This is an optimization exercise on Yosys and OpenROAD, whose aim is small area, a short achievable clock period and few clock cycles per item, not a production implementation.
The RTL was checked by simulation tests, not by an equivalence proof against the original design.

<file path="design/flow/design.v">
module ltae_fpack (
    input  wire        sa,
    input  wire [7:0]  ea,
    input  wire [25:0] q,
    output wire [7:0]  idx,
    output wire        dom
);
    wire        hi  = q[25];
    wire [23:0] m   = (hi ? q[25:2] : q[24:1]) + {23'd0, hi ? q[1] : q[0]};
    wire [8:0]  es  = {1'b0, ea} - (hi ? 9'd2 : 9'd3);     
    wire        tiny = (ea < 8'd97);                       
    assign dom = ~tiny & (es >= 9'd247);
    wire [8:0]  sh  = es - 9'd94;
    wire [55:0] wide = {32'd0, m} << sh;                    
    wire [32:0] G   = wide[55:23];
    wire        st  = |wide[22:0];
    wire [7:0]  fl  = G[32:25];
    wire [24:0] h   = G[24:0];
    wire [7:0]  ipos = fl + {7'd0, &h[24:9]};
    wire [7:0]  nf  = ~fl;
    reg  [3:0]  tp;                                        
    integer     k;
    always @* begin
        tp = 4'd0;
        for (k = 0; k < 8; k = k + 1)
            if (nf[k]) tp = k[3:0] + 4'd1;
    end
    wire [8:0]  lo  = h[8:0];
    wire [8:0]  t   = 9'd1 << tp;
    wire        c   = (h[24:9] == 16'd0) & ((lo < t) | ((lo == t) & ~st));
    wire [7:0]  ineg = nf + {7'd0, c};
    assign idx = tiny ? 8'd0 : (sa ? ineg : ipos);
endmodule
module ltae_fmul (
    input  wire [23:0] x,
    input  wire [23:0] y,
    output wire [47:0] p
);
    assign p = x * y;
endmodule
module ltae_fmul_rnd (
    input  wire [47:0] p,
    input  wire [9:0]  e,         
    output wire [31:0] y
);
    wire        hi   = p[47];
    wire [23:0] m    = hi ? p[47:24] : p[46:23];
    wire        g    = hi ? p[23] : p[22];
    wire        st   = hi ? (|p[22:0]) : (|p[21:0]);
    wire        up   = g & (st | m[0]);
    wire [24:0] mr   = {1'b0, m} + {24'd0, up};
    wire [9:0]  er   = e + {9'd0, hi} + {9'd0, mr[24]};
    wire        ovf  = ~er[9] & (er[8] | (er[7:0] == 8'hFF));
    assign y = ovf ? 32'h7F800000 : {1'b0, er[7:0], mr[22:0]};
endmodule
module ltae_fadd (
    input  wire [31:0] a,
    input  wire [31:0] b,
    output wire [31:0] y
);
    wire        swap = b[30:0] > a[30:0];
    wire [30:0] x    = swap ? b[30:0] : a[30:0];    
    wire [30:0] z    = swap ? a[30:0] : b[30:0];    
    wire        x_inf = (x[30:23] == 8'hFF);
    wire        z_zero = (z[30:23] == 8'd0);
    wire [7:0]  d    = x[30:23] - z[30:23];
    wire [26:0] mx   = {1'b1, x[22:0], 3'b000};
    wire [26:0] mz0  = {1'b1, z[22:0], 3'b000};
    wire [26:0] mzs  = (d > 8'd26) ? 27'd0 : (mz0 >> d[4:0]);
    wire        stk  = (d > 8'd26) ? 1'b1 : |(mz0 & ~({27{1'b1}} << d[4:0]));
    wire [27:0] sum  = {1'b0, mx} + {1'b0, mzs[26:1], mzs[0] | stk};
    wire        c    = sum[27];
    wire [23:0] m    = c ? sum[27:4] : sum[26:3];
    wire        g    = c ? sum[3] : sum[2];
    wire        st   = c ? (|sum[2:0]) : (|sum[1:0]);
    wire        up   = g & (st | m[0]);
    wire [24:0] mr   = {1'b0, m} + {24'd0, up};
    wire [8:0]  e    = {1'b0, x[30:23]} + {8'd0, c} + {8'd0, mr[24]};
    wire        ovf  = (e >= 9'd255);
    assign y = (x_inf | ovf) ? 32'h7F800000 :
               z_zero        ? {1'b0, x} :
                               {1'b0, e[7:0], mr[22:0]};
endmodule
module ltae_div100 (
    input  wire [7:0]  eu,        
    input  wire [25:0] qt,
    output wire [31:0] y
);
    wire [5:0]  rem  = qt[5:0] * 6'd39;           
    wire        j    = (rem >= 6'd25);
    wire        rnz  = (rem != 6'd0) & (rem != 6'd25);
    wire [25:0] q    = qt + {25'd0, j};
    wire        hi   = q[25];
    wire [23:0] m    = hi ? q[25:2] : q[24:1];
    wire        g    = hi ? q[1] : q[0];
    wire        st   = hi ? (q[0] | rnz) : rnz;
    wire        up   = g & (st | m[0]);
    wire [23:0] mr   = m + {23'd0, up};          
    wire [7:0]  e    = eu - (hi ? 8'd6 : 8'd7);
    assign y = {1'b0, e, mr[22:0]};
endmodule
module ltae_div2pi_fix (
    input  wire [23:0] ma,
    input  wire [25:0] qt,
    output wire [25:0] q
);
    localparam [26:0] MC = 27'd13176795;           
    wire [26:0] qm  = {1'b0, qt} * MC;             
    wire [26:0] rem = {ma[1:0], 25'd0} - qm;       
    wire [2:0]  j   = {2'd0, rem >= MC} + {2'd0, rem >= 2*MC}
                    + {2'd0, rem >= 3*MC} + {2'd0, rem >= 4*MC};
    assign q = qt + {23'd0, j};
endmodule
module ltae_rom_sin (
    input  wire [6:0]  idx,
    output reg  [30:0] val
);
    always @* begin
        case (idx)
        7'd0: val = 31'h00000000;
        7'd1: val = 31'h3CC90AB0;
        7'd2: val = 31'h3D48FB30;
        7'd3: val = 31'h3D96A905;
        7'd4: val = 31'h3DC8BD36;
        7'd5: val = 31'h3DFAB273;
        7'd6: val = 31'h3E164083;
        7'd7: val = 31'h3E2F10A2;
        7'd8: val = 31'h3E47C5C2;
        7'd9: val = 31'h3E605C13;
        7'd10: val = 31'h3E78CFCC;
        7'd11: val = 31'h3E888E93;
        7'd12: val = 31'h3E94A031;
        7'd13: val = 31'h3EA09AE5;
        7'd14: val = 31'h3EAC7CD4;
        7'd15: val = 31'h3EB8442A;
        7'd16: val = 31'h3EC3EF15;
        7'd17: val = 31'h3ECF7BCA;
        7'd18: val = 31'h3EDAE880;
        7'd19: val = 31'h3EE63375;
        7'd20: val = 31'h3EF15AEA;
        7'd21: val = 31'h3EFC5D27;
        7'd22: val = 31'h3F039C3D;
        7'd23: val = 31'h3F08F59B;
        7'd24: val = 31'h3F0E39DA;
        7'd25: val = 31'h3F13682A;
        7'd26: val = 31'h3F187FC0;
        7'd27: val = 31'h3F1D7FD1;
        7'd28: val = 31'h3F226799;
        7'd29: val = 31'h3F273656;
        7'd30: val = 31'h3F2BEB4A;
        7'd31: val = 31'h3F3085BB;
        7'd32: val = 31'h3F3504F3;
        7'd33: val = 31'h3F396842;
        7'd34: val = 31'h3F3DAEF9;
        7'd35: val = 31'h3F41D870;
        7'd36: val = 31'h3F45E403;
        7'd37: val = 31'h3F49D112;
        7'd38: val = 31'h3F4D9F02;
        7'd39: val = 31'h3F514D3D;
        7'd40: val = 31'h3F54DB31;
        7'd41: val = 31'h3F584853;
        7'd42: val = 31'h3F5B941A;
        7'd43: val = 31'h3F5EBE05;
        7'd44: val = 31'h3F61C598;
        7'd45: val = 31'h3F64AA59;
        7'd46: val = 31'h3F676BD8;
        7'd47: val = 31'h3F6A09A7;
        7'd48: val = 31'h3F6C835E;
        7'd49: val = 31'h3F6ED89E;
        7'd50: val = 31'h3F710908;
        7'd51: val = 31'h3F731447;
        7'd52: val = 31'h3F74FA0B;
        7'd53: val = 31'h3F76BA07;
        7'd54: val = 31'h3F7853F8;
        7'd55: val = 31'h3F79C79D;
        7'd56: val = 31'h3F7B14BE;
        7'd57: val = 31'h3F7C3B28;
        7'd58: val = 31'h3F7D3AAC;
        7'd59: val = 31'h3F7E1324;
        7'd60: val = 31'h3F7EC46D;
        7'd61: val = 31'h3F7F4E6D;
        7'd62: val = 31'h3F7FB10F;
        7'd63: val = 31'h3F7FEC43;
        7'd64: val = 31'h3F800000;
        default: val = 31'h00000000;
        endcase
    end
endmodule
module ltae_rom_pow10 (
    input  wire [4:0]  k,
    output reg  [31:0] val
);
    always @* begin
        case (k)
        5'd0: val = 32'h3F800000;
        5'd1: val = 32'h41200000;
        5'd2: val = 32'h42C80000;
        5'd3: val = 32'h447A0000;
        5'd4: val = 32'h461C4000;
        5'd5: val = 32'h47C35000;
        5'd6: val = 32'h49742400;
        5'd7: val = 32'h4B189680;
        5'd8: val = 32'h4CBEBC20;
        5'd9: val = 32'h4E6E6B28;
        5'd10: val = 32'h501502F9;
        5'd11: val = 32'h51BA43B7;
        5'd12: val = 32'h5368D4A5;
        5'd13: val = 32'h551184E7;
        5'd14: val = 32'h56B5E621;
        5'd15: val = 32'h58635FA9;
        5'd16: val = 32'h5A0E1BCA;
        5'd17: val = 32'h5BB1A2BC;
        5'd18: val = 32'h5D5E0B6B;
        5'd19: val = 32'h5F0AC723;
        default: val = 32'h00000000;
        endcase
    end
endmodule
module ltae_rom_sqrt (
    input  wire [6:0]  idx,
    output reg  [31:0] val
);
    always @* begin
        case (idx)
        7'd0: val = 32'h00000000;
        7'd1: val = 32'h3F800000;
        7'd2: val = 32'h3FB504F3;
        7'd3: val = 32'h3FDDB3D7;
        7'd4: val = 32'h40000000;
        7'd5: val = 32'h400F1BBD;
        7'd6: val = 32'h401CC471;
        7'd7: val = 32'h402953FD;
        7'd8: val = 32'h403504F3;
        7'd9: val = 32'h40400000;
        7'd10: val = 32'h404A62C2;
        7'd11: val = 32'h40544395;
        7'd12: val = 32'h405DB3D7;
        7'd13: val = 32'h4066C15A;
        7'd14: val = 32'h406F7751;
        7'd15: val = 32'h4077DEF6;
        7'd16: val = 32'h40800000;
        7'd17: val = 32'h4083F07B;
        7'd18: val = 32'h4087C3B6;
        7'd19: val = 32'h408B7C1A;
        7'd20: val = 32'h408F1BBD;
        7'd21: val = 32'h4092A476;
        7'd22: val = 32'h409617E3;
        7'd23: val = 32'h40997774;
        7'd24: val = 32'h409CC471;
        7'd25: val = 32'h40A00000;
        7'd26: val = 32'h40A32B2B;
        7'd27: val = 32'h40A646E1;
        7'd28: val = 32'h40A953FD;
        7'd29: val = 32'h40AC5345;
        7'd30: val = 32'h40AF456F;
        7'd31: val = 32'h40B22B20;
        7'd32: val = 32'h40B504F3;
        7'd33: val = 32'h40B7D375;
        7'd34: val = 32'h40BA9728;
        7'd35: val = 32'h40BD5087;
        7'd36: val = 32'h40C00000;
        7'd37: val = 32'h40C2A5FE;
        7'd38: val = 32'h40C542E1;
        7'd39: val = 32'h40C7D706;
        7'd40: val = 32'h40CA62C2;
        7'd41: val = 32'h40CCE665;
        7'd42: val = 32'h40CF623A;
        7'd43: val = 32'h40D1D689;
        7'd44: val = 32'h40D44395;
        7'd45: val = 32'h40D6A99B;
        7'd46: val = 32'h40D908D9;
        7'd47: val = 32'h40DB6186;
        7'd48: val = 32'h40DDB3D7;
        7'd49: val = 32'h40E00000;
        7'd50: val = 32'h40E24630;
        7'd51: val = 32'h40E48695;
        7'd52: val = 32'h40E6C15A;
        7'd53: val = 32'h40E8F6A9;
        7'd54: val = 32'h40EB26A9;
        7'd55: val = 32'h40ED517F;
        7'd56: val = 32'h40EF7751;
        7'd57: val = 32'h40F1983E;
        7'd58: val = 32'h40F3B46A;
        7'd59: val = 32'h40F5CBF2;
        7'd60: val = 32'h40F7DEF6;
        7'd61: val = 32'h40F9ED91;
        7'd62: val = 32'h40FBF7DF;
        7'd63: val = 32'h40FDFDFC;
        7'd64: val = 32'h41000000;
        7'd65: val = 32'h4100FF02;
        7'd66: val = 32'h4101FC10;
        7'd67: val = 32'h4102F734;
        7'd68: val = 32'h4103F07B;
        7'd69: val = 32'h4104E7EE;
        7'd70: val = 32'h4105DD98;
        7'd71: val = 32'h4106D182;
        7'd72: val = 32'h4107C3B6;
        7'd73: val = 32'h4108B43D;
        7'd74: val = 32'h4109A320;
        7'd75: val = 32'h410A9067;
        7'd76: val = 32'h410B7C1A;
        7'd77: val = 32'h410C6641;
        7'd78: val = 32'h410D4EE4;
        7'd79: val = 32'h410E360B;
        7'd80: val = 32'h410F1BBD;
        7'd81: val = 32'h41100000;
        7'd82: val = 32'h4110E2DC;
        7'd83: val = 32'h4111C456;
        7'd84: val = 32'h4112A476;
        7'd85: val = 32'h41138341;
        7'd86: val = 32'h411460BE;
        7'd87: val = 32'h41153CF2;
        7'd88: val = 32'h411617E3;
        7'd89: val = 32'h4116F196;
        7'd90: val = 32'h4117CA11;
        7'd91: val = 32'h4118A15A;
        7'd92: val = 32'h41197774;
        7'd93: val = 32'h411A4C65;
        7'd94: val = 32'h411B2032;
        7'd95: val = 32'h411BF2DF;
        7'd96: val = 32'h411CC471;
        7'd97: val = 32'h411D94EC;
        7'd98: val = 32'h411E6455;
        7'd99: val = 32'h411F32AF;
        default: val = 32'h00000000;
        endcase
    end
endmodule
module ltae_lut (
    input  wire        clk,
    input  wire        rst,
    input  wire        start,
    input  wire [1:0]  op,        
    input  wire [31:0] arg0,
    input  wire [31:0] arg1,
    output wire        busy,
    output reg         done,
    output wire [31:0] result,
    output reg         dom_err
);
    localparam OP_SIN = 2'd0, OP_COS = 2'd1, OP_SQRT = 2'd2, OP_HYPOT = 2'd3;
    localparam [3:0] S_IDLE = 4'd0,
                     S_T1   = 4'd1,    
                     S_T2   = 4'd2,    
                     S_H1   = 4'd3,    
                     S_H2   = 4'd4,    
                     S_H3   = 4'd5,    
                     S_L    = 4'd6,    
                     S_F    = 4'd7,    
                     S_HANG = 4'd8;    
    localparam [1:0] O_SIN = 2'd0, O_SQRT = 2'd1, O_RES = 2'd2;
    localparam [23:0] R_2PI = 24'hA2F983,      
                      R_25  = 24'hA3D70A;      
    localparam [30:0] F_100 = 31'h42C80000;
    reg [3:0]  state;
    reg        cosf;
    reg [31:0] ra, rb;     
    reg [4:0]  k;          
    reg [7:0]  idx;        
    reg [1:0]  osel;
    assign busy = (state != S_IDLE);
    function [6:0] trunc100;
        input [30:0] v;
        begin
            if (v[30:23] < 8'd127)
                trunc100 = 7'd0;
            else
                trunc100 = {1'b1, v[22:17]} >> (8'd133 - v[30:23]);
        end
    endfunction
    wire [31:0] sqrt_v, pk_v;
    wire [30:0] sin_mag;
    ltae_rom_sqrt  u_sqrt (.idx(idx[6:0]), .val(sqrt_v));
    ltae_rom_pow10 u_pow  (.k(k), .val(pk_v));
    wire [6:0] sin_j = idx[6] ? (7'd64 - {1'b0, idx[5:0]}) : {1'b0, idx[5:0]};
    ltae_rom_sin   u_sin  (.idx(sin_j), .val(sin_mag));
    wire [31:0] sin_v = {idx[7] & (sin_mag != 31'd0), sin_mag};
    assign result = (osel == O_SIN)  ? sin_v :
                    (osel == O_SQRT) ? sqrt_v : rb;
    wire [23:0] ma = {1'b1, ra[22:0]};
    reg  [23:0] mx, my;
    always @* begin
        mx = ma;
        my = ma;
        case (state)
            S_T1: my = R_2PI;
            S_L:  my = R_25;
            S_F:  begin mx = {1'b1, sqrt_v[22:0]}; my = {1'b1, pk_v[22:0]}; end
            default: ;
        endcase
    end
    wire [47:0] prod;
    ltae_fmul u_mul (.x(mx), .y(my), .p(prod));
    wire [9:0]  pe = (state == S_F) ? ({2'd0, sqrt_v[30:23]} + {2'd0, pk_v[30:23]} - 10'd127)
                                    : ({1'b0, ra[30:23], 1'b0} - 10'd127);
    wire [31:0] prnd;
    ltae_fmul_rnd u_rnd (.p(prod), .e(pe), .y(prnd));
    wire [31:0] sq = (ra[30:23] < 8'd114) ? 32'd0 : prnd;    
    wire [31:0] u_next;
    ltae_div100 u_d100 (.eu(ra[30:23]), .qt(prod[47:22]), .y(u_next));
    wire [25:0] q2pi;
    wire [7:0]  tidx;
    wire        tdom;
    ltae_div2pi_fix u_fix (.ma(ma), .qt(rb[25:0]), .q(q2pi));
    ltae_fpack      u_idx (.sa(ra[31]), .ea(ra[30:23]), .q(q2pi), .idx(tidx), .dom(tdom));
    wire [31:0] v_sum;
    ltae_fadd u_add (.a(ra), .b(rb), .y(v_sum));
    wire a_nan = (arg0[30:23] == 8'hFF) & (arg0[22:0] != 23'd0);
    wire a_inf = (arg0[30:23] == 8'hFF) & (arg0[22:0] == 23'd0);
    wire b_nan = (arg1[30:23] == 8'hFF) & (arg1[22:0] != 23'd0);
    wire b_inf = (arg1[30:23] == 8'hFF) & (arg1[22:0] == 23'd0);
    wire a_neg = arg0[31] & (arg0[30:0] != 31'd0);
    always @(posedge clk) begin
        if (rst) begin
            state   <= S_IDLE;
            done    <= 1'b0;
            dom_err <= 1'b0;
        end else begin
            done    <= 1'b0;
            dom_err <= 1'b0;
            case (state)
                S_IDLE: if (start) begin
                    cosf <= op[0];
                    ra   <= arg0;
                    rb   <= arg1;
                    k    <= 5'd0;
                    idx  <= {1'b0, trunc100(arg0[30:0])};
                    osel <= O_SQRT;
                    case (op)
                        OP_SIN, OP_COS:
                            if (arg0[30:23] == 8'hFF) begin
                                done    <= 1'b1;
                                dom_err <= 1'b1;
                            end else
                                state <= S_T1;
                        OP_SQRT:
                            if (a_nan | a_neg) begin
                                done    <= 1'b1;
                                dom_err <= 1'b1;
                            end else if (a_inf)
                                state <= S_HANG;
                            else if (arg0[30:0] >= F_100)
                                state <= S_L;
                            else
                                done  <= 1'b1;
                        default:
                            if (a_nan | b_nan) begin
                                done    <= 1'b1;
                                dom_err <= 1'b1;
                            end else if (a_inf | b_inf)
                                state <= S_HANG;
                            else
                                state <= S_H1;
                    endcase
                end
                S_T1: begin
                    rb[25:0] <= prod[47:22];
                    state    <= S_T2;
                end
                S_T2: begin
                    idx     <= {tidx[7:6] + {1'b0, cosf}, tidx[5:0]};
                    osel    <= O_SIN;
                    done    <= 1'b1;
                    dom_err <= tdom;
                    state   <= S_IDLE;
                end
                S_H1: begin
                    rb    <= sq;
                    ra    <= rb;
                    state <= S_H2;
                end
                S_H2: begin
                    ra    <= sq;
                    state <= S_H3;
                end
                S_H3: begin
                    ra  <= v_sum;
                    idx <= {1'b0, trunc100(v_sum[30:0])};
                    if (v_sum[30:23] == 8'hFF)
                        state <= S_HANG;
                    else if (v_sum[30:0] >= F_100)
                        state <= S_L;
                    else begin
                        done  <= 1'b1;
                        state <= S_IDLE;
                    end
                end
                S_L: begin
                    ra  <= u_next;
                    k   <= k + 5'd1;
                    idx <= {1'b0, trunc100(u_next[30:0])};
                    if (u_next[30:0] < F_100)
                        state <= S_F;
                end
                S_F: begin
                    rb    <= prnd;
                    osel  <= O_RES;
                    done  <= 1'b1;
                    state <= S_IDLE;
                end
                S_HANG: ;
                default: state <= S_IDLE;
            endcase
        end
    end
endmodule
</file>
<file path="design/flow/run.sh">
#!/bin/bash
# synth_recipe.tcl (not shown) runs the flow's synth.tcl, then flattens the netlist and writes it again
# the make line also repeats each setting of config.mk as NAME=value (left out here)
make -C /OpenROAD-flow-scripts/flow DESIGN_CONFIG=/design/flow/config.mk WORK_HOME=/design/flow/orfs CLKGATE_MAP_FILE= SYNTH_SCRIPT=/design/flow/synth_recipe.tcl finish
</file>
<file path="design/flow/config.mk">
export PLATFORM = sky130hd
export DESIGN_NAME = ltae_lut
export DESIGN_NICKNAME = ltae_lut
export VERILOG_FILES = /design/flow/design.v
export SDC_FILE = /design/flow/constraint.sdc
export NUM_CORES = 4
export LEC_CHECK = 0
export CAP_MARGIN = 40
export CORE_MARGIN = 2
export CORE_UTILIZATION = 35
export SLEW_MARGIN = 40
export SYNTH_MEMORY_MAX_BITS = 65536
</file>
<file path="design/flow/constraint.sdc">
create_clock -name core_clock -period 24.0 [get_ports {clk}]
set_input_delay 4.8000 -clock core_clock [delete_from_list [all_inputs] [get_ports {clk}]]
set_output_delay 4.8000 -clock core_clock [all_outputs]
set_load 0.01 [all_outputs]
</file>
==> impl_metrics.ini <==
[run_status]
outcome = finished clean

[routing]
antenna_left = 0
routed_wl_um = 286000
vias = 61900
route.detailed.vias_per_inst = 6.25
drc_errors = 0
drt_iter0_drc = 7976
drt-pass1-iter-count = 28
wire_per_inst_um = 28.9

[worst_setup_path]
critPathMaxStageDelay_ns = 0.75
worstPathArrival_ns = 22.99
crit_slowest_cell = nor2b_1
start_kind = register
end_kind = register
path_class = reg2reg
worstPathRequired_ns = 24.43
cp_max_fo = 45
cpMostUsedCell = fa_1

[final_layout]
area_growth_pct = 8.62
multi_input_area_sq_um = 49500
layout_commonest_cell = inv_1
nets = 8883
drive_above_1_share_pct = 6.51
seqCellArea_sq_um = 3680
fillers = 17300
design_area_sq_um = 63100
final_util_pct = 38.3
layout_common_cells = inv_1, nand2_1, nor2_1

[floorplanning]
fp-row-count = 149
die_w_um = 412
die_h_um = 412
dieArea_sq_um = 169000
coreArea_sq_um = 165000
io-pin-count = 104
start_util_pct = 35.2

[sta]
maxSlewViolCount = 0
fin_crit_sh_pct = 94.0
tns_ns = 0
rsz0062_at_grt = no
hold_viol = 0
finalClockSkew_ns = 0.0310
finalSetupViolCount = 0
slew_headroom_pct = 35.8
hold_ws_ns = 0.684
max_freq_mhz = 44.3
tightest_slew_ns = 0.963
min_period_ns = 22.55

[grt]
gr-usage-all-layers_pct = 33.0
first_global_vias = 59700
grt_max_degree = 61
gr-total-overflow = 0
grt_pass1_wl_um = 414000
antenna_found_initial = 18

[synthesis]
synth_flop_cell = edfxtp_1
synth_warnings = 5
synth_nets = 8982
synth_edf_count = 80
async_flop_share_pct = 0
netlist-cell-type-count = 125
ys_seq_area_share_pct = 6.34
synth_area_sq_um = 58100
syn_area_per_cell_sq_um = 7.47
ys_seq_elements = 144
synthCells = 7780

[placed_design]
io_buffers = 103
hpwl_um = 228000
routabilityCongestion = 1.10
dpl_cell_area_sq_um = 62400

[cts]
clkSlewWorstSetupHoldPaths_ns = 0.09
postCtsResizedCells = 0
cts_tree = yes
htreeDepth = 4
cts_setup_buffers = 0
insertion_delay_ns = 0.54
root_buffer = clkbuf_16
cts_buffers = 17
cts.sinks = 144
cts_hold_buffers = 0
clockBufferDepth = 2

[job]
maxCapViolCount = 0

[worst_hold_path]
hold_path_class = reg2reg
## worst paths after layout
| kind | startpoint | endpoint | slack [ns] | cells after the start |
|---|---|---|---|---|
| hold reg to reg | k[0] | k[0] | 0.68 | 1 |
| setup / recovery | state[2] | sqrt_v[0] | 1.45 | 67 |
| hold / removal | k[0] | k[0] | 0.68 | 1 |
| setup reg to reg | state[2] | sqrt_v[0] | 1.45 | 67 |
## state kept, by name (all words and copies together) (netlist names)
signal,flops
ra,32
rb,32
pk_v,31
sqrt_v,27
idx,8
k,5
state,4
osel,2
cosf,1
dom_err,1
done,1
## metal layers
metal / track usage [%] / vias up / wire, um
met3: 6.84 / 886 / 28500
met2: 50.2 / 3745 / 123000
met4: 23.0 / 10 / 24300
li1: - / 26800 / -
met5: 0 / - / 71
met1: 41.7 / 30400 / 110000
## synthesized netlist by cell type, types with 28 or more instances
cell,n,area share (%)
inv_1,969,6.3
nand2_1,914,5.9
nor2_1,729,4.7
fa_1,639,22
a21oi_1,499,4.3
ha_1,494,11
o21ai_0,409,3.5
clkbuf_1,371,2.4
xnor2_1,211,3.2
nor3_1,205,1.8
nand3_1,168,1.4
mux2i_1,122,2.1
o211ai_1,98,1.3
nand4_1,93,1.0
a211oi_1,91,1.2
xor2_1,86,1.3
and2_1,83,0.89
a31oi_1,81,0.87
edfxtp_1,80,4.1
nor4_1,75,0.81
o22ai_1,68,0.73
dfxtp_1,64,2.2
a22oi_1,59,0.76
or3_1,59,0.64
a21o_1,54,0.70
nor2b_1,50,0.54
o21a_1,50,0.65
and3_1,46,0.50
nand2b_1,45,0.48
o221ai_1,45,0.68
buf_2,37,0.32
a221oi_1,34,0.51
buf_1,34,0.22
or2_2,34,0.37
o31ai_1,33,0.43
o21ai_1,32,0.28
mux4_2,28,1.1
o2111ai_1,28,0.42
## cell families (layout without fill, tap and decap cells)
family                     count (synthesis)  in the layout  share of synthesized area, %
and+or+nand+nor                         2638           2638                          21.1
AOI/OAI and AO/OA                       1953           1953                          22.3
buffers and inverters                   1440           1354                          9.45
adders and majority gates               1136           1136                          32.7
xor gates and xnor gates                 304            304                          4.69
muxes                                    165            165                          3.48
DFF                                      144            144                          6.34
other                                      0             16                             0
## worst max-delay path, delay by kind of cell, from the launching register on
| kind | cells | cell delay (ns) |
|---|---|---|
| mux | 1 | 0.57 |
| xor+xnor | 6 | 1.90 |
| flops | 1 | 0.68 |
| fa+ha+maj | 15 | 6.69 |
| buf+inv | 16 | 3.95 |
| simple gates | 14 | 5.06 |
| compound gates | 15 | 3.56 |
## layout make-up
class / count / area share [%]
multi-input combinational: 6196 / 78.4
inverter: 989 / 5.88
sequential: 144 / 5.83
timing repair buffer: 333 / 4.53
tap: 2189 / 4.34
clock buffer: 19 / 0.735
clock inverter: 13 / 0.222
antenna: 16 / 0.0634
## metrics by stage
stage,std cells,worst slack [ns]
after floorplan,7780,4.18
after detailed placement,9851,1.87
after CTS,9883,1.85
after global routing,9885,0.520
after global placement,9840,0.541
final,9899,1.45
Testbench counts, summed over its fixed seeds: cycles 16,662, items 4,000.

-- port drivers added, routing unchanged --
How much do the figures lean on ideal ports? The routed layout below was timed once more, with nothing changed but the port constraints. Step 1: set_driving_cell puts a clkbuf_16 on clk and a buf_2 on each other input, an assumption about the parent block. Step 2 moves the port delays by t, midway between the first and last clock arrival at a register: inputs arrive t later, outputs are due t later. That takes back most of the time a late clock gives input paths. Three values: ideal ports, drivers, drivers and shift; two values: the first two.
t (ns): 0.589
setup slack, ns: 1.448 / 1.448 / 1.448
worst setup path after step 2: register to register
cell pins on the clock port's net: 1
After both steps setup and hold are still met in this run. For this run, drivers alone change the setup slack by 0.000 ns; drivers and shift together by 0.000 ns.
